This design comes from an exercise in tuning for a short achievable clock period and few clock cycles on the open sky130 flow, not from production work.
The RTL was checked by simulation tests, not by an equivalence proof against the original design.
Power and IR drop assume default switching activity.

`run.sh`:
```
#!/bin/bash
# synth_recipe.tcl (not shown) runs the flow's synth.tcl, then flattens the netlist and writes it again
# the make line also repeats each setting of config.mk as NAME=value (left out here)
make -C /OpenROAD-flow-scripts/flow DESIGN_CONFIG=/design/flow/config.mk WORK_HOME=/design/flow/orfs CLKGATE_MAP_FILE= SYNTH_SCRIPT=/design/flow/synth_recipe.tcl finish
```
`config.mk`:
```
export PLATFORM = sky130hd
export DESIGN_NAME = rast1
export DESIGN_NICKNAME = rast1
export VERILOG_FILES = /design/flow/design.v
export SDC_FILE = /design/flow/constraint.sdc
export NUM_CORES = 4
export LEC_CHECK = 0
export ABC_CLOCK_PERIOD_IN_PS = 3000
export CAP_MARGIN = 20
export CORE_MARGIN = 2
export CORE_UTILIZATION = 40
export PLACE_DENSITY = 0.6
export SETUP_SLACK_MARGIN = 5
export SLEW_MARGIN = 20
export TNS_END_PERCENT = 100
```
`constraint.sdc`:
```
create_clock -name core_clock -period 10.0 [get_ports {clk}]
set_input_delay 2.0000 -clock core_clock [delete_from_list [all_inputs] [get_ports {clk}]]
set_output_delay 2.0000 -clock core_clock [all_outputs]
set_load 0.01 [all_outputs]
```
`design.v`:
```
module rast1 (
    input             clk,
    input             rst,
    input             host_valid,
    input             host_we,
    input      [2:0]  host_addr,       
    input      [31:0] host_wdata,
    output reg        host_ready,
    output reg [31:0] host_rdata,
    output reg        mem_valid,
    output reg        mem_we,
    output reg [31:0] mem_addr,
    output reg [7:0]  mem_wdata,
    input             mem_ready,
    input      [7:0]  mem_rdata,
    input             mem_err
);
    localparam SW = 640;
    localparam SH = 400;
    localparam PH_BM = 2'd0;
    localparam PH_RD = 2'd1;
    localparam PH_WR = 2'd2;
    reg [31:0] fb_base, bm_base, arg0, arg1, cmd;
    reg [7:0]  status;
    reg        run;             
    reg [1:0]  ax;              
    reg        ay;              
    wire signed [17:0] ox  = {{2{arg0[15]}}, arg0[15:0]};
    wire signed [17:0] ox2 = {{2{arg0[31]}}, arg0[31:16]};
    wire signed [17:0] c_hlo0 = (ox < ox2) ? ox : ox2;
    wire signed [17:0] c_hhi0 = (ox < ox2) ? ox2 : ox;
    wire signed [17:0] c_hlo  = (c_hlo0 < 0) ? 18'sd0 : c_hlo0;
    wire signed [17:0] c_hhi  = (c_hhi0 > SW - 1) ? SW - 1 : c_hhi0;
    function [13:0] blgeo;       
        input [1:0]  w;
        input [17:0] x;
        reg          left, right;
        reg [4:0]    m;
        reg [6:0]    off;
        reg [5:0]    wb;
        reg [2:0]    nb;
        begin
            wb    = (w == 2'd0) ? 6'd8 : (w == 2'd1) ? 6'd16 : 6'd32;
            nb    = (w == 2'd0) ? 3'd1 : (w == 2'd1) ? 3'd2 : 3'd4;
            left  = x[17];
            right = !left && (x > (18'd640 - {12'd0, wb}));
            m     = left ? (5'd0 - x[4:0]) : (x[4:0] & (wb[4:0] - 5'd1));
            off   = left ? 7'd0 : right ? (7'd80 - {4'd0, nb}) :
                    (x[9:3] & ~({4'd0, nb} - 7'd1));
            blgeo = {right, !left && !right && (m != 5'd0), m, off};
        end
    endfunction
    wire [13:0] g0 = blgeo(2'd0, ox);
    wire [13:0] g1 = blgeo(2'd1, ox);
    wire [13:0] g2 = blgeo(2'd2, ox);
    reg               x1_xon, x1_x2ge1, x1_hlok, x1_left, x1_xlt640;
    reg signed [17:0] x1_rcxe;
    reg [9:0]         x1_x, x1_hlo, x1_hhi;
    reg [7:0]         x1_jx80;
    reg [2:0]         x1_xgtw, x1_two;
    reg [4:0]         x1_m0, x1_m1, x1_m2;
    reg [6:0]         x1_off0, x1_off1, x1_off2;
    always @(posedge clk) begin
        x1_xon    <= (ox >= 0) && (ox < SW);
        x1_x2ge1  <= (ox2 >= 1);
        x1_hlok   <= !(c_hhi0 < 0) && !(c_hlo0 >= SW);
        x1_left   <= (ox < 0);
        x1_xlt640 <= (ox < SW);
        x1_rcxe   <= ox + ox2 - 18'sd1;
        x1_x      <= ox[9:0];
        x1_hlo    <= c_hlo[9:0];
        x1_hhi    <= c_hhi[9:0];
        x1_jx80   <= {1'b0, ox[9:3]} + 8'd80;
        x1_xgtw   <= {(ox > -18'sd32), (ox > -18'sd16), (ox > -18'sd8)};
        x1_two    <= {g2[12], g1[12], g0[12]};
        x1_m0     <= g0[11:7];
        x1_m1     <= g1[11:7];
        x1_m2     <= g2[11:7];
        x1_off0   <= g0[6:0];
        x1_off1   <= g1[6:0];
        x1_off2   <= g2[6:0];
    end
    function [23:0] spgeo;       
        input [9:0] lo, hi;
        reg   [7:0] ma, mb;
        begin
            ma = 8'hFF >> lo[2:0];
            mb = 8'hFF << (3'd7 - hi[2:0]);
            if (lo[9:3] == hi[9:3]) ma = ma & mb;
            spgeo = {hi[9:3] - lo[9:3], ma, mb, ma == 8'hFF};
        end
    endfunction
    wire [9:0] d_rchi = (x1_rcxe > SW - 1) ? 10'd639 : x1_rcxe[9:0];
    reg        x2_xon, x2_x2ge1, x2_hlok, x2_left, x2_xlt640;
    reg [2:0]  x2_xgtw, x2_two;
    reg [4:0]  x2_m0, x2_m1, x2_m2;
    reg [23:0] x2_sg_pl, x2_sg_hl, x2_sg_rc;
    reg [31:0] x2_fx, x2_fx80, x2_fh, x2_ft0, x2_ft1, x2_ft2;
    always @(posedge clk) begin
        x2_xon    <= x1_xon;
        x2_x2ge1  <= x1_x2ge1;
        x2_hlok   <= x1_hlok;
        x2_left   <= x1_left;
        x2_xlt640 <= x1_xlt640;
        x2_xgtw   <= x1_xgtw;
        x2_two    <= x1_two;
        x2_m0     <= x1_m0;
        x2_m1     <= x1_m1;
        x2_m2     <= x1_m2;
        x2_sg_pl  <= spgeo(x1_x, x1_x);
        x2_sg_hl  <= spgeo(x1_hlo, x1_hhi);
        x2_sg_rc  <= spgeo(x1_x, d_rchi);
        x2_fx     <= fb_base + {25'd0, x1_x[9:3]};
        x2_fx80   <= fb_base + {24'd0, x1_jx80};
        x2_fh     <= fb_base + {25'd0, x1_hlo[9:3]};
        x2_ft0    <= fb_base + {25'd0, x1_off0};
        x2_ft1    <= fb_base + {25'd0, x1_off1};
        x2_ft2    <= fb_base + {25'd0, x1_off2};
    end
    wire signed [17:0] oy  = {{2{arg1[15]}}, arg1[15:0]};
    wire signed [17:0] oh  = {{2{arg1[31]}}, arg1[31:16]};
    wire        yneg  = arg1[15];
    wire [8:0]  yf    = yneg ? 9'd0 : arg1[8:0];
    wire [31:0] y64   = {17'd0, yf, 6'd0};
    wire [31:0] y16   = {19'd0, yf, 4'd0};
    wire        yon   = !yneg && (oy < SH);
    wire        hge1  = (oh >= 1);
    wire signed [17:0] yh = oy + oh;
    wire        yhbig = (yh > SH);                  
    wire [8:0]  rows0 = yhbig ? (9'd399 - arg1[8:0]) : (arg1[24:16] - 9'd1);
    wire [8:0]  rowsn = yhbig ? 9'd399 : (yh[8:0] - 9'd1);
    wire        ybl   = hge1 && (oy < SH) && (!yneg || (yh >= 1));
    wire [16:0] ny    = ~{arg1[15], arg1[15:0]};    
    reg        y1_plok, y1_hlok, y1_rcok;
    reg [2:0]  y1_blok;
    reg [8:0]  y1_rows_rc, y1_rows_bl;
    reg [31:0] y1_ax, y1_ax80, y1_ah, y1_tw0, y1_tw1, y1_tw2, y1_bm0, y1_bm1, y1_bm2;
    always @(posedge clk) begin
        y1_plok    <= x2_xon && yon;
        y1_hlok    <= x2_hlok && yon;
        y1_rcok    <= x2_xon && x2_x2ge1 && yon && hge1;
        y1_blok    <= {3{ybl && x2_xlt640}} & x2_xgtw;
        y1_rows_rc <= rows0;
        y1_rows_bl <= yneg ? rowsn : rows0;
        y1_ax      <= x2_fx   + y64 + y16;
        y1_ax80    <= x2_fx80 + y64 + y16;
        y1_ah      <= x2_fh   + y64 + y16;
        y1_tw0     <= x2_ft0  + y64 + y16;
        y1_tw1     <= x2_ft1  + y64 + y16;
        y1_tw2     <= x2_ft2  + y64 + y16;
        y1_bm0     <= yneg ? (bm_base + {15'd0, ny}        + 32'd1) : bm_base;
        y1_bm1     <= yneg ? (bm_base + {14'd0, ny, 1'b0}  + 32'd2) : bm_base;
        y1_bm2     <= yneg ? (bm_base + {13'd0, ny, 2'b00} + 32'd4) : bm_base;
    end
    wire [3:0] h_op   = host_wdata[3:0];
    wire [1:0] h_wsel = host_wdata[5:4];
    wire       h_legal = (host_wdata[31:8] == 24'd0) &&
                         ((h_op <= 4'd4 && host_wdata[7:4] == 4'd0) ||
                          (h_op == 4'd5 && h_wsel != 2'd3) ||
                          (h_op == 4'd6 && h_wsel != 2'd3 && host_wdata[7:6] == 2'd0));
    wire       h_blit = (h_op == 4'd5) || (h_op == 4'd6);
    wire       h_ok   = (h_op == 4'd1) ? y1_plok :
                        (h_op == 4'd2) ? y1_hlok :
                        (h_op == 4'd3 || h_op == 4'd4) ? y1_rcok :
                        h_blit ? ((h_wsel == 2'd0) ? y1_blok[0] :
                                  (h_wsel == 2'd1) ? y1_blok[1] : y1_blok[2]) :
                        1'b0;
    wire [23:0] h_sg  = (h_op == 4'd1) ? x2_sg_pl : (h_op == 4'd2) ? x2_sg_hl : x2_sg_rc;
    wire        h_set = (h_op != 4'd4);
    wire [1:0]  h_nb1 = (h_wsel == 2'd0) ? 2'd0 : (h_wsel == 2'd1) ? 2'd1 : 2'd3;
    wire [4:0]  h_m   = (h_wsel == 2'd0) ? x2_m0 : (h_wsel == 2'd1) ? x2_m1 : x2_m2;
    wire [5:0]  h_wb  = (h_wsel == 2'd0) ? 6'd8 : (h_wsel == 2'd1) ? 6'd16 : 6'd32;
    wire        cmd_go = host_valid && !host_ready && host_we && (host_addr == 3'd4) &&
                         (ax == 2'd3) && ay;
    reg        blit;            
    reg        first;           
    reg [1:0]  ph;              
    reg        tg;              
    reg [1:0]  bi;              
    reg        bz;              
    reg [1:0]  nb1;             
    reg        two;
    reg        left;
    reg [4:0]  m;
    reg [5:0]  wmm;             
    reg [31:0] win;             
    reg        alpha, destr, inv;
    reg [8:0]  rr;              
    reg        rz;              
    reg [31:0] rA80;            
    reg [31:0] ws;              
    reg [31:0] bmn;             
    reg [31:0] s;               
    reg [31:0] fq;              
    reg [31:0] ab_a, ab_b;      
    reg [31:0] ab_a2, ab_b2;    
    reg        sset;
    reg [6:0]  bc, bcinit;      
    reg        bcz, bcinitz;
    reg [7:0]  mkA, mkB;
    reg        fullA, fullB;
    reg [7:0]  sp_a, sp_b;      
    reg [31:0] F1, F2;
    always @(posedge clk) begin
        F1 <= left ? (win << m) : (win >> m);
        F2 <= win << wmm;
    end
    wire [31:0] S1 = left ? (s << m) : (s >> m);
    wire [31:0] S2 = s << wmm;
    function [63:0] abf;
        input [31:0] sv, fv;
        input        al, de, iv;
        begin
            if (al)
                abf = {~sv, 32'd0};
            else case ({de, iv})
                2'b00:   abf = {32'hFFFFFFFF, sv};
                2'b01:   abf = {~sv, sv};
                2'b10:   abf = {~fv | sv, sv};
                default: abf = {~fv | (sv ^ fv), sv ^ fv};
            endcase
        end
    endfunction
    wire [63:0] ab1c = abf(S1, F1, alpha, destr, inv);
    wire [63:0] ab2c = abf(S2, F2, alpha, destr, inv);
    wire [7:0]  s8   = s[31:24];
    wire [7:0]  S8   = left ? (s8 << m[2:0]) : (s8 >> m[2:0]);
    wire [63:0] ab8c = abf({S8, 24'd0}, F1, alpha, destr, inv);
    wire        n1     = (nb1 == 2'd0);
    wire [7:0]  wf_fb  = n1 ? mem_rdata : fq[31:24];
    wire [7:0]  wf_a   = (n1 && !tg) ? ab8c[63:56] : ab_a[31:24];
    wire [7:0]  wf_b   = (n1 && !tg) ? ab8c[31:24] : ab_b[31:24];
    wire [7:0]  w_first = (wf_fb & wf_a) | (~wf_fb & wf_b);
    wire [7:0]  w_next  = (fq[31:24] & ab_a[31:24]) | (~fq[31:24] & ab_b[31:24]);
    wire [7:0]  w_rmw   = (mem_rdata & sp_a) | (~mem_rdata & sp_b);
    wire [7:0]  sfill   = sset ? 8'hFF : 8'h00;
    wire [31:0] addr_inc = mem_addr + 32'd1;
    wire        xfer     = run && mem_ready;
    reg  [31:0] fq_w;
    always @(*) begin
        fq_w = fq;
        case (bi)
            2'd0: fq_w[31:24] = mem_rdata;
            2'd1: fq_w[23:16] = mem_rdata;
            2'd2: fq_w[15:8]  = mem_rdata;
            default: fq_w[7:0] = mem_rdata;
        endcase
    end
    always @(posedge clk) begin
        if (rst) begin
            fb_base    <= 32'd0;
            bm_base    <= 32'd0;
            arg0       <= 32'd0;
            arg1       <= 32'd0;
            cmd        <= 32'd0;
            status     <= 8'd0;
            run        <= 1'b0;
            host_ready <= 1'b0;
            mem_valid  <= 1'b0;
            ax         <= 2'd0;
            ay         <= 1'b0;
        end else begin
            host_ready <= 1'b0;
            if (ax != 2'd3) ax <= ax + 2'd1;
            ay    <= 1'b1;
            first <= 1'b0;
            if (!run) begin
                blit      <= h_blit;
                first     <= 1'b1;
                mem_we    <= !h_blit && h_sg[0];
                mem_addr  <= h_blit ? ((h_wsel == 2'd0) ? y1_bm0 : (h_wsel == 2'd1) ? y1_bm1 : y1_bm2) :
                             (h_op == 4'd2) ? y1_ah : y1_ax;
                mem_wdata <= h_set ? 8'hFF : 8'h00;
                sset      <= h_set;
                bc        <= h_sg[23:17];
                bcinit    <= h_sg[23:17];
                bcz       <= (h_sg[23:17] == 7'd0);
                bcinitz   <= (h_sg[23:17] == 7'd0);
                mkA       <= h_sg[16:9];
                mkB       <= h_sg[8:1];
                fullA     <= h_sg[0];
                fullB     <= (h_sg[8:1] == 8'hFF);
                sp_a      <= h_set ? 8'hFF : ~h_sg[16:9];
                sp_b      <= h_set ? h_sg[16:9] : 8'h00;
                rA80      <= y1_ax80;
                rr        <= h_blit ? y1_rows_bl : (h_op == 4'd3 || h_op == 4'd4) ? y1_rows_rc : 9'd0;
                rz        <= h_blit ? (y1_rows_bl == 9'd0) :
                             (h_op == 4'd3 || h_op == 4'd4) ? (y1_rows_rc == 9'd0) : 1'b1;
                ph        <= PH_BM;
                bi        <= 2'd0;
                bz        <= (h_wsel == 2'd0);
                nb1       <= h_nb1;
                tg        <= 1'b0;
                left      <= x2_left;
                two       <= (h_wsel == 2'd0) ? x2_two[0] : (h_wsel == 2'd1) ? x2_two[1] : x2_two[2];
                m         <= h_m;
                wmm       <= h_wb - {1'b0, h_m};
                win       <= (h_wsel == 2'd0) ? 32'hFF000000 :
                             (h_wsel == 2'd1) ? 32'hFFFF0000 : 32'hFFFFFFFF;
                ws        <= (h_wsel == 2'd0) ? y1_tw0 : (h_wsel == 2'd1) ? y1_tw1 : y1_tw2;
                alpha     <= (h_op == 4'd6);
                destr     <= host_wdata[6];
                inv       <= host_wdata[7];
                if (host_valid && !host_ready) begin
                    if (host_we) begin
                        case (host_addr)
                            3'd0: begin fb_base <= host_wdata; ax <= 2'd0; end
                            3'd1: begin bm_base <= host_wdata; ay <= 1'b0; end
                            3'd2: begin arg0    <= host_wdata; ax <= 2'd0; end
                            3'd3: begin arg1    <= host_wdata; ay <= 1'b0; end
                            default: ;
                        endcase
                        if (host_addr != 3'd4)
                            host_ready <= 1'b1;
                    end else begin
                        case (host_addr)
                            3'd0:    host_rdata <= fb_base;
                            3'd1:    host_rdata <= bm_base;
                            3'd2:    host_rdata <= arg0;
                            3'd3:    host_rdata <= arg1;
                            3'd4:    host_rdata <= cmd;
                            3'd5:    host_rdata <= {24'd0, status};
                            3'd6:    host_rdata <= {16'd400, 16'd640};
                            default: host_rdata <= 32'd0;
                        endcase
                        host_ready <= 1'b1;
                    end
                end
                if (cmd_go) begin
                    cmd <= host_wdata;
                    if (h_legal && h_ok) begin
                        run       <= 1'b1;
                        mem_valid <= 1'b1;
                    end else begin
                        status     <= h_legal ? 8'h00 : 8'h11;
                        host_ready <= 1'b1;
                    end
                end
            end else begin
                if (first)
                    rA80 <= blit ? (ws + 32'd80) : rA80;
                if (blit && ph == PH_RD && !tg) begin
                    ab_a2 <= ab2c[63:32];
                    ab_b2 <= ab2c[31:0];
                    if (!(mem_ready && bz)) begin
                        ab_a <= ab1c[63:32];
                        ab_b <= ab1c[31:0];
                    end
                end
                if (mem_ready) begin
                    if (mem_err) begin
                        status     <= 8'h21;
                        host_ready <= 1'b1;
                        mem_valid  <= 1'b0;
                        run        <= 1'b0;
                    end else if (!blit) begin
                        if (!mem_we) begin
                            mem_we    <= 1'b1;
                            mem_wdata <= w_rmw;
                        end else if (!bcz) begin
                            mem_addr  <= addr_inc;
                            bc        <= bc - 7'd1;
                            bcz       <= (bc == 7'd1);
                            mem_we    <= (bc == 7'd1) ? fullB : 1'b1;
                            sp_a      <= sset ? 8'hFF : ~mkB;
                            sp_b      <= sset ? mkB : 8'h00;
                            mem_wdata <= sfill;
                        end else if (!rz) begin
                            mem_addr  <= rA80;
                            rA80      <= rA80 + 32'd80;
                            rr        <= rr - 9'd1;
                            rz        <= (rr == 9'd1);
                            bc        <= bcinit;
                            bcz       <= bcinitz;
                            mem_we    <= fullA;
                            sp_a      <= sset ? 8'hFF : ~mkA;
                            sp_b      <= sset ? mkA : 8'h00;
                            mem_wdata <= sfill;
                        end else begin
                            status     <= 8'h00;
                            host_ready <= 1'b1;
                            mem_valid  <= 1'b0;
                            run        <= 1'b0;
                        end
                    end else begin
                        case (ph)
                            PH_BM: begin
                                case (bi)
                                    2'd0: s <= {mem_rdata, 24'd0};
                                    2'd1: s[23:16] <= mem_rdata;
                                    2'd2: s[15:8]  <= mem_rdata;
                                    default: s[7:0] <= mem_rdata;
                                endcase
                                bmn <= addr_inc;
                                if (!bz) begin
                                    bi       <= bi + 2'd1;
                                    bz       <= (bi + 2'd1 == nb1);
                                    mem_addr <= addr_inc;
                                end else begin
                                    bi       <= 2'd0;
                                    bz       <= n1;
                                    ph       <= PH_RD;
                                    mem_addr <= ws;
                                end
                            end
                            PH_RD: begin
                                if (!bz) begin
                                    fq       <= fq_w;
                                    bi       <= bi + 2'd1;
                                    bz       <= (bi + 2'd1 == nb1);
                                    mem_addr <= addr_inc;
                                end else begin
                                    fq        <= fq_w << 8;
                                    ab_a      <= ab_a << 8;
                                    ab_b      <= ab_b << 8;
                                    bi        <= 2'd0;
                                    bz        <= n1;
                                    ph        <= PH_WR;
                                    mem_we    <= 1'b1;
                                    mem_addr  <= ws;
                                    mem_wdata <= w_first;
                                end
                            end
                            default: begin   
                                fq   <= fq << 8;
                                ab_a <= ab_a << 8;
                                ab_b <= ab_b << 8;
                                if (!bz) begin
                                    bi        <= bi + 2'd1;
                                    bz        <= (bi + 2'd1 == nb1);
                                    mem_addr  <= addr_inc;
                                    mem_wdata <= w_next;
                                end else if (!tg && two) begin
                                    bi       <= 2'd0;
                                    bz       <= n1;
                                    tg       <= 1'b1;
                                    ph       <= PH_RD;
                                    mem_we   <= 1'b0;
                                    mem_addr <= addr_inc;
                                    ws       <= addr_inc;
                                    ab_a     <= ab_a2;
                                    ab_b     <= ab_b2;
                                end else if (!rz) begin
                                    bi       <= 2'd0;
                                    bz       <= n1;
                                    tg       <= 1'b0;
                                    ph       <= PH_BM;
                                    mem_we   <= 1'b0;
                                    mem_addr <= bmn;
                                    ws       <= rA80;
                                    rA80     <= rA80 + 32'd80;
                                    rr       <= rr - 9'd1;
                                    rz       <= (rr == 9'd1);
                                end else begin
                                    status     <= 8'h00;
                                    host_ready <= 1'b1;
                                    mem_valid  <= 1'b0;
                                    run        <= 1'b0;
                                end
                            end
                        endcase
                    end
                end
            end
        end
    end
endmodule
```
==> out/summary.txt, run 1 <==
Status - no timing/DRC/antenna violations
Worst VDD drop - 196 µV
Clock Power Share - 43.8%
Max-Cap Viols - 0
Synth top area share - 24.6%
Number of synthesized flops with an enable pin - 446
Boundary Pins - 124
Proportion of layout cells with a drive suffix above 1 - 8.47%
Total gr overflow - 0
1st-pass router iterations - 9
Syn Area/Cell - 9.21 µm²
Reg2reg setup slack - 5390 ps
Critical Path End Type - flip-flop
Layout Nets - 8246
H-tree lvl count - 4
Cell variety after synth - 93
First-pass GRT wire length - 382 mm
Crit-path cells - clkdlybuf4s50_1 > nand2b_1 > or3_2 > buf_4 > nand2_1 > a21oi_1 > or4_1 > nor4_1 > nor2_1 > a31oi_1
Vias in the first global route - 57600
Final Worst Setup Slack - 5230 ps
Post-Route WL - 261 mm
Remaining DRCs - 0
Clock sink count - 1337
Max stage delay cell, worst path - clkdlybuf4s50_1
Leak pwr - 31.6 nW
Cell row count - 156
Kind of critical path - in -> reg
Count of state elements after synthesis - 1337
Hpwl dp - 191 mm
Initial antenna violation count - 13
Slew of the pin with the lowest slew margin - 1270 ps
Clk slew on worst S/H paths - 60 ps
Clock period minus worst slack - 4770 ps
Clk buf depth - 3
Multi-input gate area - 0.0384 mm²
Die ar. - 0.185 mm²
M2 GR Usage - 43.4%
Routing usage on met3 - 4.69%
Filler cells - 17300
Pint - 0.00965 W
Post-CTS Hold Buffers - 0
Slowest stage delay, CP - 880 ps
Synth Cell Area - 0.0725 mm²
Pre-CTS WS - 4460 ps
Starting Density - 40.2%
Synth Warn # - 1
Crit-path leading delay family - simple AND/OR/NAND/NOR gates
Gate power share - 10.6%
Via density - 5.86
Pwr/cell area - 160 mW/mm²
TNS Setup - 0 ps
Yosys top cell by area - dfxtp_1
Final hold viol count - 0
Vias - 60400
CTS buffer count - 151
Root buf cell - clkbuf_16
Fin area - 0.0813 mm²
Max Freq - 0.210 GHz
Sequential power share - 45.6%
Sw Ratio - 26.0%
HP Class - reg -> reg
Number of setup buffers added after CTS - 0
Worst Path Max Fanout - 51
Synth area leaders - dfxtp_1, edfxtp_1, ha_1
Period Utilization, post-route - 47.7%
Crit path DAT - 5400 ps
Net Count, Synth - 8303
Cells after Synth - 7870
Register area share after synthesis - 43.1%
Max_slew headroom - 14.4%
Sw power - 0.00339 W
Drt initial violations - 6939
Buffers & Inverters on Critical Path - 2
Final setup fails - 0
Placed Area - 0.0762 mm²
Most frequently used flop master after synthesis - dfxtp_1
Critical Path RT - 10630 ps
TritonCTS clock tree - done
Die width - 430 µm
Sequential Area - 0.0312 mm²
Most numerous cell in the Yosys netlist - nand2_1
Gpl congestion - 0.969
Final slew viol count - 0
PortBufs - 123
Clock latency on the worst-skew pair - 790 ps
Largest net degree at the start of global routing - 101
Startpoint types - primary input
Post_cts resized - 0
RSZ-0062 raised after global routing - no
Clock skew - 54.1 ps
WL per Instance - 25.3 µm
Async SR Flop Fraction - 0%
Post-DRT Antenna Nets - 0
Area grow syn2layout - 12.1%
Grt met1 use - 36.1%
Core Area - 0.180 mm²
GRT Overall Usage - 27.4%
Busiest layer in global routing - met2
Die H - 430 µm
Commonest cells in the synthesized netlist - nand2_1, dfxtp_1, a21oi_1
==> worst paths after layout <==
kind                                     from  depth (start not counted)   endpoint
worst max-delay path            host_wdata[1]                         10        bcz
worst min-delay path                x2_ft0[2]                          0  y1_tw0[2]
worst max register to register        arg0[9]                         11  x1_hhi[0]
worst min register to register      x2_ft0[2]                          0  y1_tw0[2]
==> layout by cell type (no fill, tap or decap), types with 147 or more instances in the layout <==
master / instances
a21oi_1: 660
dfxtp_1: 888
buf_4: 147
o21ai_0: 446
nor2_1: 646
mux2i_1: 217
edfxtp_1: 446
nand2_1: 1058
xor2_1: 249
xnor2_1: 339
inv_1: 308
clkbuf_16: 156
ha_1: 324
==> power groups by stage <==
stage	registers (W)	clock network [W]	logic, W
finish	0.00595	0.00571	0.00138
global route	0.00596	0.00599	0.00148
CTS	0.00595	0.00576	0.00135
detailed placement	0.00606	0	0.00135
global placement	0.00606	0	0.00133
floorplan	0.00600	0	0.000905
==> cell type report <==
type / count / share of cell area [%]
Antenna cell: 3 / 0.00923
Timing Repair Buffer: 274 / 2.96
Multi-Input combinational cell: 5732 / 47.3
Sequential cell: 1337 / 38.4
Tap cell: 2370 / 3.65
Inverter: 317 / 1.46
Clock buffer: 222 / 5.44
Clock inverter: 52 / 0.774
==> kinds of logic (layout without fill, tap and decap cells) <==
logic type,count (synthesis),count (layout),synth area share (%)
DFF,1337,1337,43.1
adders and majority gates,384,384,7.25
and+or+nand+nor,2429,2429,14.7
buffers and inverters,801,865,4.23
other,1,4,0.00517
muxes,374,374,6.91
xor gates and xnor gates,588,588,7.10
AOI/OAI and AO/OA,1956,1956,16.7
==> metal layers <==
| layer | part of all wire, % | vias to the layer above |
|---|---|---|
| li1 | - | 27800 |
| met1 | 42 | 29300 |
| met2 | 45 | 2821 |
| met3 | 7.8 | 515 |
| met4 | 5.4 | 4 |
| met5 | 0.010 | - |
==> through the flow <==
stage | total power (W) | util (%) | instances | hold slack, ps
2_1_floorplan | 0.00691 | - | 7870 | 310
3_3_place_gp | 0.00739 | 42.2 | 10000 | 311
3_5_place_dp | 0.00741 | 42.2 | 10000 | 312
4_1_cts | 0.0131 | 45.0 | 10300 | 318
5_1_grt | 0.0134 | 45.1 | 10300 | 319
6_report | 0.0130 | 45.1 | 10300 | 310
Testbench counts, summed over its fixed seeds: cycles 174,630.
==> inputs of run 2 (changes only) <==
==> flow/run.sh (new file) <==
#!/bin/bash
set -euo pipefail
bash standard.sh SETUP_SLACK_MARGIN=6.5 finish > flow_make.log 2>&1
==> standard.sh (new file) <==
#!/bin/bash
# synth_recipe.tcl (not shown) runs the flow's synth.tcl, then flattens the netlist and writes it again
# the make line also repeats each setting of config.mk as NAME=value (left out here)
make -C /OpenROAD-flow-scripts/flow DESIGN_CONFIG=/design/flow/config.mk WORK_HOME=/design/flow/orfs CLKGATE_MAP_FILE= SYNTH_SCRIPT=/design/flow/synth_recipe.tcl "${@:-finish}"
--- a/config.mk
+++ b/config.mk
@@ -11,5 +11,4 @@
 export CORE_UTILIZATION = 40
 export PLACE_DENSITY = 0.6
-export SETUP_SLACK_MARGIN = 5
 export SLEW_MARGIN = 20
 export TNS_END_PERCENT = 100
removed: run.sh
==> run 2 against run 1 <==
Against the previous run:
- first-iteration DRC count is 8.9% higher
- combinational power is 7% higher
- fmax is 33% higher
- critical path depth is 1 higher
- clock skew is 12 ps lower
- clock power is 0.7% lower
- register-to-register slack better by 1000 ps
- sequential share of layout area is 1.4 points lower
- critical endpoint is now ab_a[2]
==> out/summary.txt, run 2 <==
Status - no timing/DRC/antenna violations
Worst R2R Path Depth - 11 (unchanged)
Worst path most repeated cell - buf_4
Commonest non-fill, non-tap cell in the layout - nand2_1
Die width - 430 µm (unchanged)
PortBufs - 123 (unchanged)
R2R Path End - ab_a[2]
Period Utilization, post-route - 35.7% (-12 points)
Final slew viol count - 0 (unchanged)
Starting Density - 40.2% (unchanged)
Clk slew on worst S/H paths - 60 ps (about the same)
Gpl congestion - 0.948 (-2.2%)
Initial antenna violation count - 16 (+3)
Area grow syn2layout - 16.4%
Clock sink count - 1337 (unchanged)
Max Freq - 0.280 GHz (+33%)
WL per Instance - 25.5 µm (+0.61%)
Kind of critical path - reg -> reg
GRT Overall Usage - 27.9% (+0.53 points)
Cell variety after synth - 93 (unchanged)
Final setup fails - 0 (unchanged)
Register area share after synthesis - 43.1% (unchanged)
Crit-path cells - buf_4 > clkinv_1 > buf_4 > nand2_1 > nor2_1 > buf_4 > a22oi_1 > o221ai_1 > a21oi_1 > a31oi_1 > o21ai_0
Hold_sp - x1_xgtw[2]
RSZ-0062 raised after global routing - yes
Total gr overflow - 0 (unchanged)
Worst VDD drop - 176 µV (-10%)
Post-CTS Hold Buffers - 0 (unchanged)
Proportion of layout cells with a drive suffix above 1 - 13.7% (+5.2 points)
Layout Nets - 8428 (+2.2%)
Most numerous cell in the Yosys netlist - nand2_1
Placed instance count - 10000 (-0.080%)
Count of state elements after synthesis - 1337 (unchanged)
Crit path DAT - 4100 ps (-1300 ps)
Post-DRT Antenna Nets - 0 (unchanged)
Reg2reg setup slack - 6430 ps (+1040 ps)
Tot Pwr - 0.0131 W (+0.50%)
Remaining DRCs - 0 (unchanged)
Hpwl dp - 187 mm (-2.0%)
Synth Cell Area - 0.0725 mm² (unchanged)
Vias - 61700 (+2.2%)
Number of synthesized flops with an enable pin - 446 (unchanged)
Net Count, Synth - 8303 (unchanged)
HP Class - reg -> reg
Most frequently used flop master after synthesis - dfxtp_1
1st-pass router iterations - 7 (-2)
Yosys top cell by area - dfxtp_1
Post-Route WL - 267 mm (+2.4%)
TritonCTS clock tree - done
Cells after Synth - 7870 (unchanged)
First-pass GRT wire length - 390 mm (+2.0%)
Async SR Flop Fraction - 0% (unchanged)
Reg-to-reg startpoint - m[4]
Filler cells - 16900 (-2.1%)
Die H - 430 µm (unchanged)
Vias in the first global route - 58200 (+0.96%)
H-tree lvl count - 4 (unchanged)
Worst Setup SP - m[4]
Post-route insts no fill - 10500 (+1.8%)
Slowest stage delay, CP - 650 ps (-230 ps)
Via density - 5.88 (+0.40%)
Clock period minus worst slack - 3570 ps (-1190 ps)
Boundary Pins - 124 (unchanged)
Leak pwr - 33.1 nW (+4.7%)
Max_slew headroom - 22.4% (+8.0 points)
Synth Warn # - 1 (unchanged)
Largest net degree at the start of global routing - 97 (-4.0%)
Worst Path Max Fanout - 27 (-47%)
Synth area leaders - dfxtp_1, edfxtp_1, ha_1
Clock latency on the worst-skew pair - 830 ps (+40 ps)
Pwr/cell area - 155 mW/mm² (-3.2%)
Critical Path RT - 10520 ps (-110 ps)
TNS Setup - 0 ps (unchanged)
Cell row count - 156 (unchanged)
Max stage delay cell, worst path - o221ai_1
Critical Path End Type - flip-flop
Max-Cap Viols - 0 (unchanged)
Synth top area share - 24.6% (unchanged)
Core Area - 0.180 mm² (unchanged)
Die ar. - 0.185 mm² (unchanged)
Setup crit end - ab_a[2]
Final core utilization - 46.8% (+1.7 points)
Drt initial violations - 7554 (+8.9%)
Commonest cells in the synthesized netlist - nand2_1, dfxtp_1, a21oi_1
CTS buffer count - 149 (-1.3%)
Syn Area/Cell - 9.21 µm² (unchanged)
Startpoint types - flip-flop
Commonest cells after routing, fill and taps aside - nand2_1, dfxtp_1, nor2_1
Final hold viol count - 0 (unchanged)
Final hold slack - 316 ps (+5.52 ps)
Clk buf depth - 3 (unchanged)
Slew of the pin with the lowest slew margin - 1160 ps (-107 ps)
Clock skew - 42.1 ps (-12.0 ps)
Root buf cell - clkbuf_16
## run 2: cell counts after synthesis
Identical to the previous run, type by type.
## run 2: cells by family (layout without fill, tap and decap cells)
| family | count (synthesis) | count (layout) | synth area share (%) |
|---|---|---|---|
| flip-flops | 1337 | 1337 | 43.1 |
| adder cells (fa/ha/maj) | 384 | 384 | 7.25 |
| other | 1 | 7 | 0.00517 |
| AND/OR/NAND/NOR | 2429 | 2435 | 14.7 |
| buffers and inverters | 801 | 1038 | 4.23 |
| multiplexers | 374 | 374 | 6.91 |
| XOR/XNOR | 588 | 588 | 7.10 |
| AO/OA/AOI/OAI | 1956 | 1961 | 16.7 |
## run 2: stage by stage
stage / worst slack (ps) / area (µm²)
after CTS: 6300 / 83100
final: 6430 / 84400
after global placement: 4760 / 76400
after global routing: 6390 / 84400
after detailed placement: 4760 / 76400
after floorplan: 5030 / 73000
## run 2: cell type report
cell class,count,area (µm²),share of cell area [%]
antenna,6,15.0,0.0178
tap,2370,2970,3.51
inverter,317,1210,1.43
multi-input combinational,5743,39800,47.2
sequential,1337,31300,37.1
clock inverter,60,812,0.962
clock buffer,214,4220,5.00
timing repair buffer,447,4050,4.80
## run 2: what timing repair did
| item | CTS | global route |
|---|---|---|
| cloned | 15 | 3 |
| buffers inserted | 102 | 74 |
| endpoints found under the setup margin | 942 | 519 |
| endpoints found under the hold margin | 0 | 0 |
| resized for setup | 455 | 161 |
| pin swaps | 30 | 76 |
## run 2: worst max-delay path, delay by kind of cell (launching register included)
family          cells  cell delay (ps)
flops               1              370
buf+inv             4              960
simple gates        2              790
compound gates      5             1130
## run 2: how the worst min path moves through the flow
stage	end	slack, ps	depth (start not counted)
floorplan	x2_hlok	310	0
global placement	y1_tw2[2]	310	0
detailed placement	y1_tw0[3]	310	0
CTS	x2_xgtw[2]	310	0
global route	y1_ax80[3]	330	0
finish	x2_xgtw[2]	320	0
## run 2: layer usage
metal	up-vias	track usage, %	wire length (µm)
met5	-	0	11
met4	2	12.5	14100
met3	567	4.92	24200
met2	3133	43.4	118000
met1	29800	37.8	111000
li1	28200	-	-
## run 2: where the power goes
group          total (W)  internal [W]  switching (W)
Combinational    0.00148      0.000538       0.000947
Clock            0.00567       0.00324        0.00243
Sequential       0.00595       0.00581       0.000138
==> inputs of run 3 (changes only) <==
--- a/design.v
+++ b/design.v
@@ -22,4 +22,7 @@
     localparam PH_WR = 2'd2;
     reg [31:0] fb_base, bm_base, arg0, arg1, cmd;
+    reg [14:0] a1_y80;          
+    reg [16:0] a1_negy;         
+    reg [17:0] a1_yh;           
     reg [7:0]  status;
     reg        run;             
@@ -81,5 +84,5 @@
         x1_off2   <= g2[6:0];
     end
-    function [23:0] spgeo;       
+    function [25:0] spgeo;       
         input [9:0] lo, hi;
         reg   [7:0] ma, mb;
@@ -88,5 +91,5 @@
             mb = 8'hFF << (3'd7 - hi[2:0]);
             if (lo[9:3] == hi[9:3]) ma = ma & mb;
-            spgeo = {hi[9:3] - lo[9:3], ma, mb, ma == 8'hFF};
+            spgeo = {lo[9:3] == hi[9:3], mb == 8'hFF, hi[9:3] - lo[9:3], ma, mb, ma == 8'hFF};
         end
     endfunction
@@ -95,5 +98,6 @@
     reg [2:0]  x2_xgtw, x2_two;
     reg [4:0]  x2_m0, x2_m1, x2_m2;
-    reg [23:0] x2_sg_pl, x2_sg_hl, x2_sg_rc;
+    reg [25:0] x2_sg_pl, x2_sg_hl, x2_sg_rc;
+    reg [5:0]  x2_wmm0, x2_wmm1, x2_wmm2;
     reg [31:0] x2_fx, x2_fx80, x2_fh, x2_ft0, x2_ft1, x2_ft2;
     always @(posedge clk) begin
@@ -108,4 +112,7 @@
         x2_m1     <= x1_m1;
         x2_m2     <= x1_m2;
+        x2_wmm0   <= 6'd8  - {1'b0, x1_m0};
+        x2_wmm1   <= 6'd16 - {1'b0, x1_m1};
+        x2_wmm2   <= 6'd32 - {1'b0, x1_m2};
         x2_sg_pl  <= spgeo(x1_x, x1_x);
         x2_sg_hl  <= spgeo(x1_hlo, x1_hhi);
@@ -121,18 +128,16 @@
     wire signed [17:0] oh  = {{2{arg1[31]}}, arg1[31:16]};
     wire        yneg  = arg1[15];
-    wire [8:0]  yf    = yneg ? 9'd0 : arg1[8:0];
-    wire [31:0] y64   = {17'd0, yf, 6'd0};
-    wire [31:0] y16   = {19'd0, yf, 4'd0};
+    wire [31:0] y80   = {17'd0, a1_y80};
     wire        yon   = !yneg && (oy < SH);
     wire        hge1  = (oh >= 1);
-    wire signed [17:0] yh = oy + oh;
+    wire signed [17:0] yh = a1_yh;
     wire        yhbig = (yh > SH);                  
     wire [8:0]  rows0 = yhbig ? (9'd399 - arg1[8:0]) : (arg1[24:16] - 9'd1);
     wire [8:0]  rowsn = yhbig ? 9'd399 : (yh[8:0] - 9'd1);
     wire        ybl   = hge1 && (oy < SH) && (!yneg || (yh >= 1));
-    wire [16:0] ny    = ~{arg1[15], arg1[15:0]};    
     reg        y1_plok, y1_hlok, y1_rcok;
     reg [2:0]  y1_blok;
     reg [8:0]  y1_rows_rc, y1_rows_bl;
+    reg        y1_rz_rc, y1_rz_bl;
     reg [31:0] y1_ax, y1_ax80, y1_ah, y1_tw0, y1_tw1, y1_tw2, y1_bm0, y1_bm1, y1_bm2;
     always @(posedge clk) begin
@@ -142,14 +147,16 @@
         y1_blok    <= {3{ybl && x2_xlt640}} & x2_xgtw;
         y1_rows_rc <= rows0;
+        y1_rz_rc   <= (rows0 == 9'd0);
+        y1_rz_bl   <= yneg ? (rowsn == 9'd0) : (rows0 == 9'd0);
         y1_rows_bl <= yneg ? rowsn : rows0;
-        y1_ax      <= x2_fx   + y64 + y16;
-        y1_ax80    <= x2_fx80 + y64 + y16;
-        y1_ah      <= x2_fh   + y64 + y16;
-        y1_tw0     <= x2_ft0  + y64 + y16;
-        y1_tw1     <= x2_ft1  + y64 + y16;
-        y1_tw2     <= x2_ft2  + y64 + y16;
-        y1_bm0     <= yneg ? (bm_base + {15'd0, ny}        + 32'd1) : bm_base;
-        y1_bm1     <= yneg ? (bm_base + {14'd0, ny, 1'b0}  + 32'd2) : bm_base;
-        y1_bm2     <= yneg ? (bm_base + {13'd0, ny, 2'b00} + 32'd4) : bm_base;
+        y1_ax      <= x2_fx   + y80;
+        y1_ax80    <= x2_fx80 + y80;
+        y1_ah      <= x2_fh   + y80;
+        y1_tw0     <= x2_ft0  + y80;
+        y1_tw1     <= x2_ft1  + y80;
+        y1_tw2     <= x2_ft2  + y80;
+        y1_bm0     <= yneg ? (bm_base + {15'd0, a1_negy}) : bm_base;
+        y1_bm1     <= yneg ? (bm_base + {14'd0, a1_negy, 1'b0}) : bm_base;
+        y1_bm2     <= yneg ? (bm_base + {13'd0, a1_negy, 2'b00}) : bm_base;
     end
     wire [3:0] h_op   = host_wdata[3:0];
@@ -166,9 +173,14 @@
                                   (h_wsel == 2'd1) ? y1_blok[1] : y1_blok[2]) :
                         1'b0;
-    wire [23:0] h_sg  = (h_op == 4'd1) ? x2_sg_pl : (h_op == 4'd2) ? x2_sg_hl : x2_sg_rc;
-    wire        h_set = (h_op != 4'd4);
-    wire [1:0]  h_nb1 = (h_wsel == 2'd0) ? 2'd0 : (h_wsel == 2'd1) ? 2'd1 : 2'd3;
-    wire [4:0]  h_m   = (h_wsel == 2'd0) ? x2_m0 : (h_wsel == 2'd1) ? x2_m1 : x2_m2;
-    wire [5:0]  h_wb  = (h_wsel == 2'd0) ? 6'd8 : (h_wsel == 2'd1) ? 6'd16 : 6'd32;
+    wire        d_blit = h_op[2] & (h_op[1] | h_op[0]);       
+    wire        d_pl   = h_op[0] & ~h_op[1];                  
+    wire        d_hl   = h_op[1] & ~h_op[0];                  
+    wire        d_rc   = (h_op[1] & h_op[0]) | h_op[2];       
+    wire        d_w2   = h_wsel[1];
+    wire        d_w1   = h_wsel[0];
+    wire [25:0] h_sg  = d_pl ? x2_sg_pl : d_hl ? x2_sg_hl : x2_sg_rc;
+    wire        h_set = ~h_op[2];
+    wire [1:0]  h_nb1 = d_w2 ? 2'd3 : d_w1 ? 2'd1 : 2'd0;
+    wire [4:0]  h_m   = d_w2 ? x2_m2 : d_w1 ? x2_m1 : x2_m0;
     wire        cmd_go = host_valid && !host_ready && host_we && (host_addr == 3'd4) &&
                          (ax == 2'd3) && ay;
@@ -196,4 +208,5 @@
     reg [31:0] ab_a2, ab_b2;    
     reg        sset;
+    reg        sprd;            
     reg [6:0]  bc, bcinit;      
     reg        bcz, bcinitz;
@@ -248,17 +261,15 @@
     end
     always @(posedge clk) begin
-        if (rst) begin
-            fb_base    <= 32'd0;
-            bm_base    <= 32'd0;
-            arg0       <= 32'd0;
-            arg1       <= 32'd0;
-            cmd        <= 32'd0;
-            status     <= 8'd0;
-            run        <= 1'b0;
-            host_ready <= 1'b0;
-            mem_valid  <= 1'b0;
-            ax         <= 2'd0;
-            ay         <= 1'b0;
-        end else begin
+        begin
+            case (host_addr)
+                3'd0:    host_rdata <= fb_base;
+                3'd1:    host_rdata <= bm_base;
+                3'd2:    host_rdata <= arg0;
+                3'd3:    host_rdata <= arg1;
+                3'd4:    host_rdata <= cmd;
+                3'd5:    host_rdata <= {24'd0, status};
+                3'd6:    host_rdata <= {16'd400, 16'd640};
+                default: host_rdata <= 32'd0;
+            endcase
             host_ready <= 1'b0;
             if (ax != 2'd3) ax <= ax + 2'd1;
@@ -266,38 +277,37 @@
             first <= 1'b0;
             if (!run) begin
-                blit      <= h_blit;
+                blit      <= d_blit;
                 first     <= 1'b1;
-                mem_we    <= !h_blit && h_sg[0];
-                mem_addr  <= h_blit ? ((h_wsel == 2'd0) ? y1_bm0 : (h_wsel == 2'd1) ? y1_bm1 : y1_bm2) :
-                             (h_op == 4'd2) ? y1_ah : y1_ax;
+                mem_we    <= !d_blit && h_sg[0];
+                sprd      <= !h_sg[0];
+                mem_addr  <= d_blit ? (d_w2 ? y1_bm2 : d_w1 ? y1_bm1 : y1_bm0) :
+                             d_hl ? y1_ah : y1_ax;
                 mem_wdata <= h_set ? 8'hFF : 8'h00;
                 sset      <= h_set;
                 bc        <= h_sg[23:17];
                 bcinit    <= h_sg[23:17];
-                bcz       <= (h_sg[23:17] == 7'd0);
-                bcinitz   <= (h_sg[23:17] == 7'd0);
+                bcz       <= h_sg[25];
+                bcinitz   <= h_sg[25];
                 mkA       <= h_sg[16:9];
                 mkB       <= h_sg[8:1];
                 fullA     <= h_sg[0];
-                fullB     <= (h_sg[8:1] == 8'hFF);
+                fullB     <= h_sg[24];
                 sp_a      <= h_set ? 8'hFF : ~h_sg[16:9];
                 sp_b      <= h_set ? h_sg[16:9] : 8'h00;
                 rA80      <= y1_ax80;
-                rr        <= h_blit ? y1_rows_bl : (h_op == 4'd3 || h_op == 4'd4) ? y1_rows_rc : 9'd0;
-                rz        <= h_blit ? (y1_rows_bl == 9'd0) :
-                             (h_op == 4'd3 || h_op == 4'd4) ? (y1_rows_rc == 9'd0) : 1'b1;
+                rr        <= d_blit ? y1_rows_bl : d_rc ? y1_rows_rc : 9'd0;
+                rz        <= d_blit ? y1_rz_bl : d_rc ? y1_rz_rc : 1'b1;
                 ph        <= PH_BM;
                 bi        <= 2'd0;
-                bz        <= (h_wsel == 2'd0);
+                bz        <= !(d_w2 | d_w1);
                 nb1       <= h_nb1;
                 tg        <= 1'b0;
                 left      <= x2_left;
-                two       <= (h_wsel == 2'd0) ? x2_two[0] : (h_wsel == 2'd1) ? x2_two[1] : x2_two[2];
+                two       <= d_w2 ? x2_two[2] : d_w1 ? x2_two[1] : x2_two[0];
                 m         <= h_m;
-                wmm       <= h_wb - {1'b0, h_m};
-                win       <= (h_wsel == 2'd0) ? 32'hFF000000 :
-                             (h_wsel == 2'd1) ? 32'hFFFF0000 : 32'hFFFFFFFF;
-                ws        <= (h_wsel == 2'd0) ? y1_tw0 : (h_wsel == 2'd1) ? y1_tw1 : y1_tw2;
-                alpha     <= (h_op == 4'd6);
+                wmm       <= d_w2 ? x2_wmm2 : d_w1 ? x2_wmm1 : x2_wmm0;
+                win       <= d_w2 ? 32'hFFFFFFFF : d_w1 ? 32'hFFFF0000 : 32'hFF000000;
+                ws        <= d_w2 ? y1_tw2 : d_w1 ? y1_tw1 : y1_tw0;
+                alpha     <= h_op[1];
                 destr     <= host_wdata[6];
                 inv       <= host_wdata[7];
@@ -308,5 +318,13 @@
                             3'd1: begin bm_base <= host_wdata; ay <= 1'b0; end
                             3'd2: begin arg0    <= host_wdata; ax <= 2'd0; end
-                            3'd3: begin arg1    <= host_wdata; ay <= 1'b0; end
+                            3'd3: begin
+                                arg1    <= host_wdata;
+                                a1_y80  <= host_wdata[15] ? 15'd0 :
+                                           ({host_wdata[8:0], 6'd0} + {2'd0, host_wdata[8:0], 4'd0});
+                                a1_negy <= 17'd0 - {host_wdata[15], host_wdata[15:0]};
+                                a1_yh   <= {{2{host_wdata[15]}}, host_wdata[15:0]} +
+                                           {{2{host_wdata[31]}}, host_wdata[31:16]};
+                                ay      <= 1'b0;
+                            end
                             default: ;
                         endcase
@@ -314,14 +332,4 @@
                             host_ready <= 1'b1;
                     end else begin
-                        case (host_addr)
-                            3'd0:    host_rdata <= fb_base;
-                            3'd1:    host_rdata <= bm_base;
-                            3'd2:    host_rdata <= arg0;
-                            3'd3:    host_rdata <= arg1;
-                            3'd4:    host_rdata <= cmd;
-                            3'd5:    host_rdata <= {24'd0, status};
-                            3'd6:    host_rdata <= {16'd400, 16'd640};
-                            default: host_rdata <= 32'd0;
-                        endcase
                         host_ready <= 1'b1;
                     end
@@ -355,5 +363,6 @@
                         run        <= 1'b0;
                     end else if (!blit) begin
-                        if (!mem_we) begin
+                        if (sprd) begin
+                            sprd      <= 1'b0;
                             mem_we    <= 1'b1;
                             mem_wdata <= w_rmw;
@@ -363,4 +372,5 @@
                             bcz       <= (bc == 7'd1);
                             mem_we    <= (bc == 7'd1) ? fullB : 1'b1;
+                            sprd      <= (bc == 7'd1) && !fullB;
                             sp_a      <= sset ? 8'hFF : ~mkB;
                             sp_b      <= sset ? mkB : 8'h00;
@@ -374,4 +384,5 @@
                             bcz       <= bcinitz;
                             mem_we    <= fullA;
+                            sprd      <= !fullA;
                             sp_a      <= sset ? 8'hFF : ~mkA;
                             sp_b      <= sset ? mkA : 8'h00;
@@ -464,4 +475,20 @@
             end
         end
+        if (rst) begin
+            fb_base    <= 32'd0;
+            bm_base    <= 32'd0;
+            arg0       <= 32'd0;
+            arg1       <= 32'd0;
+            a1_y80     <= 15'd0;
+            a1_negy    <= 17'd0;
+            a1_yh      <= 18'd0;
+            cmd        <= 32'd0;
+            status     <= 8'd0;
+            run        <= 1'b0;
+            host_ready <= 1'b0;
+            mem_valid  <= 1'b0;
+            ax         <= 2'd0;
+            ay         <= 1'b0;
+        end
     end
 endmodule
==> flow/run.sh (replaced) <==
#!/bin/bash
set -euo pipefail
bash standard.sh SETUP_SLACK_MARGIN=6.7 finish > flow_make.log 2>&1
--- a/config.mk
+++ b/config.mk
@@ -7,8 +7,8 @@
 export LEC_CHECK = 0
 export ABC_CLOCK_PERIOD_IN_PS = 3000
-export CAP_MARGIN = 20
+export CAP_MARGIN = 30
 export CORE_MARGIN = 2
 export CORE_UTILIZATION = 40
 export PLACE_DENSITY = 0.6
-export SLEW_MARGIN = 20
+export SLEW_MARGIN = 30
 export TNS_END_PERCENT = 100
==> run 3 against run 2 <==
Against the previous run:
- still clean
- register-to-register slack improved by 280 ps
- sequential power up 3.7%
- critical path depth is 10 lower
- routed wire length up 4.6%
- global-route usage rose by 0.35 points
- combinational power decreased by 13%
- sequential share of layout area fell by 0.63 points
- total power is 2.5% higher
- synthesized cell count up 3.6%
- non-clock buffer count is 7 higher
- clock skew rose by 29 ps
- utilization increased by 0.32 points
- critical path type is now reg -> out
- largest power group unchanged
==> out/summary.txt, run 3 <==
Status - no timing/DRC/antenna violations
Die width - 436 µm (+1.4%)
Total gr overflow - 0 (unchanged)
TNS Setup - 0 ps (unchanged)
Post-Route WL - 280 mm (+4.6%)
Worst Path Max Fanout - 4 (-85%)
Die ar. - 0.190 mm² (+2.9%)
Critical Path RT - 8000 ps (-2520 ps)
Slew of the pin with the lowest slew margin - 1060 ps (-104 ps)
Vias in the first global route - 61200 (+5.2%)
Critical Path End Type - output pin
Starting Density - 40.2% (about the same)
Post-DRT Antenna Nets - 0 (unchanged)
Clock latency on the worst-skew pair - 850 ps (+20 ps)
Boundary Pins - 124 (unchanged)
Max stage delay cell, worst path - edfxtp_1
Cell row count - 158 (+1.3%)
Kind of critical path - reg -> out
Final hold slack - 318 ps (+2.36 ps)
Register area share after synthesis - 42.6% (-0.48 points)
First-pass GRT wire length - 407 mm (+4.6%)
Multi-input gate area - 0.0413 mm² (+3.7%)
Syn Area/Cell - 9.15 µm² (-0.68%)
Most numerous cell in the Yosys netlist - nand2_1
Gpl congestion - 0.935 (-1.3%)
Leak pwr - 33.4 nW (+1.1%)
RSZ-0062 raised after global routing - yes
Initial antenna violation count - 12 (-4)
Max-Cap Viols - 0 (unchanged)
Die H - 436 µm (+1.4%)
Sequential Area - 0.0318 mm² (+1.8%)
Pwr/cell area - 154 mW/mm² (-0.97%)
Area grow syn2layout - 17.1%
Layout Nets - 8583 (+1.8%)
Final Worst Setup Slack - 6430 ps (-1.73 ps)
Commonest cells after routing, fill and taps aside - nand2_1, dfxtp_1, nor2_1
Slowest stage delay, CP - 570 ps (-80 ps)
Drt initial violations - 6974 (-7.7%)
Yosys top cell by area - dfxtp_1
TritonCTS clock tree - done
GRT Overall Usage - 28.3% (+0.35 points)
Hpwl dp - 195 mm (+4.3%)
Period Utilization, post-route - 35.7% (about the same)
Commonest non-fill, non-tap cell in the layout - nand2_1
Placed Area - 0.0786 mm² (+3.0%)
Crit-path cells - buf_2
Startpoint types - flip-flop
Clock skew - 71.4 ps (+29.3 ps)
Clk slew on worst S/H paths - 60 ps (about the same)
Synth Warn # - 1 (unchanged)
Net Count, Synth - 8500 (+2.4%)
Cell variety after synth - 92 (-1.1%)
Most frequently used flop master after synthesis - dfxtp_1
WL per Instance - 25.8 µm (+1.1%)
Root buf cell - clkbuf_16
Cells after Synth - 8154 (+3.6%)
Max Freq - 0.280 GHz (about the same)
Post-CTS Hold Buffers - 0 (unchanged)
Final core utilization - 47.1% (+0.32 points)
Vias - 64100 (+3.8%)
1st-pass router iterations - 7 (unchanged)
Synth top area share - 27.4% (+2.8 points)
Fin area - 0.0873 mm² (+3.5%)
Buffers & Inverters on Critical Path - 1 (-3)
Synth area leaders - dfxtp_1, edfxtp_1, nand2_1
Final hold viol count - 0 (unchanged)
Filler cells - 17600 (+3.7%)
CTS buffer count - 157 (+5.4%)
Count of state elements after synthesis - 1399 (+4.6%)
Crit-path leading delay family - flip-flops
Core Area - 0.185 mm² (+2.8%)
Final slew viol count - 0 (unchanged)
HP Class - reg -> reg
Clock period minus worst slack - 3570 ps (+1.73 ps)
Number of synthesized flops with an enable pin - 377 (-15%)
Max_slew headroom - 28.4% (+5.9 points)
Remaining DRCs - 0 (unchanged)
Clk buf depth - 3 (unchanged)
Proportion of layout cells with a drive suffix above 1 - 14.9% (+1.3 points)
Commonest cells in the synthesized netlist - nand2_1, dfxtp_1, nor2_1
Crit path DAT - 1570 ps (-2530 ps)
Synth Cell Area - 0.0746 mm² (+2.9%)
Pre-CTS WS - 4720 ps (-34.8 ps)
Final setup fails - 0 (unchanged)
Async SR Flop Fraction - 0% (unchanged)
H-tree lvl count - 4 (unchanged)
Largest net degree at the start of global routing - 81 (-16%)
PortBufs - 123 (unchanged)
Via density - 5.90 (+0.34%)
Clock sink count - 1399 (+4.6%)
Worst VDD drop - 127 µV (-28%)
-- run 3: changes by cell type in the layout (fill, tap and decap cells not counted), sizes merged, moves of 29 or more --
cell,change
a21oi,-42
a221o,+29
a22oi,+31
a31o,-42
a31oi,-45
buf,+30
dfxtp,+131
edfxtp,-69
fa,-41
ha,-46
inv,-40
mux2,+79
mux2i,+66
nor2,+38
-- run 3: cells by family (layout without fill, tap and decap cells) --
kind of cell | count (synthesis) | count (layout) | share of synthesized area (%)
AO/OA/AOI/OAI | 1943 | 1943 | 16.5
XOR/XNOR | 599 | 599 | 7.03
adder cells (fa/ha/maj) | 297 | 297 | 5.17
buffers and inverters | 812 | 1022 | 4.24
flip-flops | 1399 | 1399 | 42.6
multiplexers | 530 | 530 | 9.13
other | 1 | 10 | 0.00503
AND/OR/NAND/NOR | 2573 | 2578 | 15.4
-- run 3: per-layer routing --
metal / GRT usage (%) / wire length, µm / vias to the layer above
met3: 4.75 / 21800 / 612
met4: 12.8 / 14200 / 4
li1: - / - / 29300
met5: 0 / 27 / -
met2: 45.5 / 128000 / 3003
met1: 37.1 / 115000 / 31200
-- run 3: worst paths after layout --
check	from	endpoint	slack [ps]	cells past startpoint
min reg2reg	x2_ft2[1]	y1_tw2[1]	320	0
max	mem_addr[13]	mem_addr[13]	6430	1
max reg2reg	m[1]	ab_a[3]	6710	9
min	x2_ft2[1]	y1_tw2[1]	320	0
-- run 3: repair_timing --
| item | 4_1_cts | 5_1_grt |
|---|---|---|
| setup endpoints to repair | 789 | 273 |
| cloned | 20 | 6 |
| setup buffers | 104 | 61 |
| pin swaps | 47 | 52 |
| endpoints found under the hold margin | 0 | 0 |
| gates resized for setup | 648 | 116 |
-- run 3: report_power, final --
group | internal [W] | switching, W
Clock | 0.00341 | 0.00255
Combinational | 0.000511 | 0.000781
Sequential | 0.00604 | 0.000139
-- run 3: cell type report --
class | instances | share of cell area (%)
clock buffers | 218 | 5.18
clock inverters | 73 | 0.957
well taps | 2480 | 3.55
flip-flops and latches | 1399 | 36.4
inverters | 277 | 1.23
diodes | 9 | 0.0258
repair buffers | 454 | 5.35
multi-input cells | 5948 | 47.3
-- run 3: through the flow --
step / instances / total power (W)
5_1_grt: 10900 / 0.0138
3_3_place_gp: 10400 / 0.00741
6_report: 10900 / 0.0134
4_1_cts: 10800 / 0.0134
2_1_floorplan: 8154 / 0.00704
3_5_place_dp: 10400 / 0.00743
Testbench counts of run 3, summed over its fixed seeds: cycles 174,630.
==> inputs of run 4 (changes only) <==
--- a/config.mk
+++ b/config.mk
@@ -9,6 +9,6 @@
 export CAP_MARGIN = 30
 export CORE_MARGIN = 2
-export CORE_UTILIZATION = 40
-export PLACE_DENSITY = 0.6
+export CORE_UTILIZATION = 55
+export PLACE_DENSITY = 0.7
 export SLEW_MARGIN = 30
 export TNS_END_PERCENT = 100
==> run 4 against run 3 <==
Against the previous run:
- still clean on timing, DRC and antenna
- non-clock buffer count grew 8
- combinational power is essentially flat
- clock power shrank 1%
- final cell count decreased by 6.5%
- sequential power about the same
- synthesized area did not move
- fmax is 0.60% higher
- via count up 2.7%
- utilization rose by 17 points
- die area fell by 27%
- critical path type unchanged
- largest power group unchanged
- highest routed layer unchanged
==> out/summary.txt, run 4 <==
Status - no timing/DRC/antenna violations
Clock period minus worst slack - 3550 ps (-21.5 ps)
Reg2reg setup slack - 6680 ps (-30 ps)
Starting Density - 55.2% (+15 points)
Max_slew headroom - 22.1% (-6.3 points)
Clock sink count - 1399 (unchanged)
Hold_sp - x2_ft2[0]
Cell variety after synth - 92 (unchanged)
Core Area - 0.135 mm² (-27%)
Syn Area/Cell - 9.15 µm² (unchanged)
Boundary Pins - 124 (unchanged)
Commonest cells after routing, fill and taps aside - nand2_1, dfxtp_1, nor2_1
Worst R2R Path Depth - 11 (+2)
Remaining DRCs - 0 (unchanged)
Initial antenna violation count - 6 (-6)
TritonCTS clock tree - done
Max-Cap Viols - 0 (unchanged)
Pre-CTS WS - 4770 ps (+45.1 ps)
Worst Path Max Fanout - 1 (-3)
Synth Cell Area - 0.0746 mm² (unchanged)
Max stage delay cell, worst path - edfxtp_1
Crit-path leading delay family - flip-flops
GRT Overall Usage - 38.3% (+10 points)
First-pass GRT wire length - 397 mm (-2.5%)
Post-CTS Hold Buffers - 0 (unchanged)
Kind of critical path - reg -> out
Clk buf depth - 3 (unchanged)
Most numerous cell in the Yosys netlist - nand2_1
Commonest non-fill, non-tap cell in the layout - nand2_1
Post-DRT Antenna Nets - 0 (unchanged)
Synth top area share - 27.4% (unchanged)
Async SR Flop Fraction - 0% (unchanged)
Cell row count - 135 (-15%)
Pwr/cell area - 155 mW/mm² (+0.55%)
Drt initial violations - 8527 (+22%)
H-tree lvl count - 4 (unchanged)
RSZ-0062 raised after global routing - yes
Final setup fails - 0 (unchanged)
Clock latency on the worst-skew pair - 820 ps (-30 ps)
1st-pass router iterations - 9 (+2)
Hold depth - 0 (unchanged)
Total gr overflow - 0 (unchanged)
CTS buffer count - 150 (-4.5%)
Gpl congestion - 1.01 (+8.3%)
Layout Nets - 8584 (+0.012%)
Register area share after synthesis - 42.6% (unchanged)
Cells after Synth - 8154 (unchanged)
Endpoint, Worst Hold - y1_tw2[0]
WL per Instance - 27.1 µm (+5.3%)
Period Utilization, post-route - 35.5% (-0.21 points)
Most frequently used flop master after synthesis - dfxtp_1
PortBufs - 123 (unchanged)
Critical Path End Type - output pin
Root buf cell - clkbuf_16
Reg-to-reg startpoint - m[1]
Synth Warn # - 1 (unchanged)
Net Count, Synth - 8500 (unchanged)
Leak pwr - 33.4 nW (-0.11%)
Final hold viol count - 0 (unchanged)
R2R Path End - ab_a[24]
Slowest stage delay, CP - 540 ps (-30 ps)
Final slew viol count - 0 (unchanged)
Die width - 372 µm (-15%)
Slew of the pin with the lowest slew margin - 1160 ps (+98.3 ps)
Largest net degree at the start of global routing - 103 (+27%)
Crit path DAT - 1550 ps (-20 ps)
HP Class - reg -> reg
TNS Setup - 0 ps (unchanged)
Area grow syn2layout - 15.9%
Crit-path cells - buf_2
Synth area leaders - dfxtp_1, edfxtp_1, nand2_1
Startpoint types - flip-flop
Critical Path RT - 8000 ps (about the same)
Die ar. - 0.139 mm² (-27%)
Commonest cells in the synthesized netlist - nand2_1, dfxtp_1, nor2_1
Vias in the first global route - 61800 (+0.96%)
Number of synthesized flops with an enable pin - 377 (unchanged)
Clk slew on worst S/H paths - 60 ps (about the same)
Yosys top cell by area - dfxtp_1
Buffers & Inverters on Critical Path - 1 (unchanged)
Worst VDD drop - 181 µV (+43%)
Hpwl dp - 188 mm (-3.2%)
Proportion of layout cells with a drive suffix above 1 - 14.8% (-0.088 points)
Post-Route WL - 275 mm (-1.6%)
Final Worst Setup Slack - 6450 ps (+21.5 ps)
Filler cells - 10900 (-38%)
Die H - 372 µm (-15%)
Via density - 6.48 (+9.8%)
Count of state elements after synthesis - 1399 (unchanged)
Max Freq - 0.281 GHz (+0.60%)
Clock skew - 33.3 ps (-38.1 ps)
Vias - 65800 (+2.7%)
Final hold slack - 316 ps (-2.79 ps)
[run 4: cell counts after synthesis]
No cell type changed its count.
[run 4: cell type report]
type	instances	area, µm²	share of cell area, %
multi-input combinational	5947	41300	47.8
sequential	1399	31800	36.8
timing repair buffer	462	4740	5.48
clock buffer	214	4340	5.02
tap	1781	2230	2.58
inverter	277	1090	1.26
clock inverter	65	921	1.07
timing repair inverter	1	7.51	0.00868
antenna	2	5.00	0.00579
[run 4: what timing repair did]
item,CTS,global route
buffers inserted,113,63
pin swaps,40,43
hold endpoints to repair,0,0
resized for setup,611,149
gates cloned,19,13
endpoints found under the setup margin,662,349
[run 4: where the power goes]
group / total [W] / switching (W) / internal, W
Combinational: 0.00129 / 0.000777 / 0.000509
Sequential: 0.00617 / 0.000139 / 0.00604
Clock: 0.00591 / 0.00244 / 0.00347
Total: 0.0134 / 0.00336 / 0.0100
[run 4: kinds of logic after synthesis]
logic type	count (synthesis)	share of synthesized area, %
AND/OR/NAND/NOR	2573	15.4
AO/OA/AOI/OAI	1943	16.5
flip-flops	1399	42.6
buffers and inverters	812	4.24
XOR/XNOR	599	7.03
multiplexers	530	9.13
adder cells (fa/ha/maj)	297	5.17
other	1	0.00503
[run 4: worst max path at each step]
stage                  start           end  slack (ps)  depth (start not counted)
3_3_place_gp   host_wdata[1]  mem_addr[24]        4800                         11
3_5_place_dp   host_wdata[1]  mem_addr[11]        4770                          9
4_1_cts         mem_addr[14]  mem_addr[14]        6420                          1
5_1_grt         mem_wdata[4]  mem_wdata[4]        6430                          1
6_report        mem_wdata[4]  mem_wdata[4]        6450                          1
2_1_floorplan  host_wdata[0]     status[0]        6130                         11
[run 4: stage by stage]
stage | area, µm² | utilization [%] | cells | power, W
after floorplan | 75700 | - | 8154 | 0.00704
after global placement | 77600 | 57.5 | 9658 | 0.00739
after detailed placement | 77700 | 57.5 | 9659 | 0.00741
after CTS | 85100 | 63.0 | 10100 | 0.0133
after global routing | 86500 | 64.0 | 10100 | 0.0137
final | 86500 | 64.0 | 10100 | 0.0134
[run 4: layer usage]
layer	track usage [%]	wire length (µm)	vias to the layer above
li1	-	-	29300
met1	48.9	104000	31500
met2	58.6	121000	4017
met3	7.43	28300	971
met4	26.5	22500	6
met5	0	34	-

[separate check: timing with driven ports]
The flow's constraints put no driver on any port. The routed layouts listed below were extracted and timed again, unchanged, in two steps.
Step 1, drivers: a clkbuf_16 drives clk and a buf_2 each remaining input, both assumed.
Step 2 also shifts input and output timing later by t, the mid clock arrival at the registers, as if the neighbouring blocks saw the same clock.
a / b / c = ideal ports / drivers / drivers and shift; a / b = the first two.
run	t (ns)	setup slack, ns	latest minus earliest clock arrival (ns)	pins driven straight from the clock port
run 1	0.845	5.233 / 5.224 / 4.380	0.058 / 0.057	1
run 2	0.884	6.427 / 6.390 / 5.592	0.044 / 0.044	1
run 3	0.901	6.426 / 6.336 / 5.673	0.071 / 0.072	1
run 4	0.893	6.447 / 6.361 / 5.781	0.036 / 0.037	1
After both steps every run listed still meets setup and hold. For run 1, which loses most, drivers alone change the setup slack by -0.009 ns; drivers and shift together by -0.853 ns.
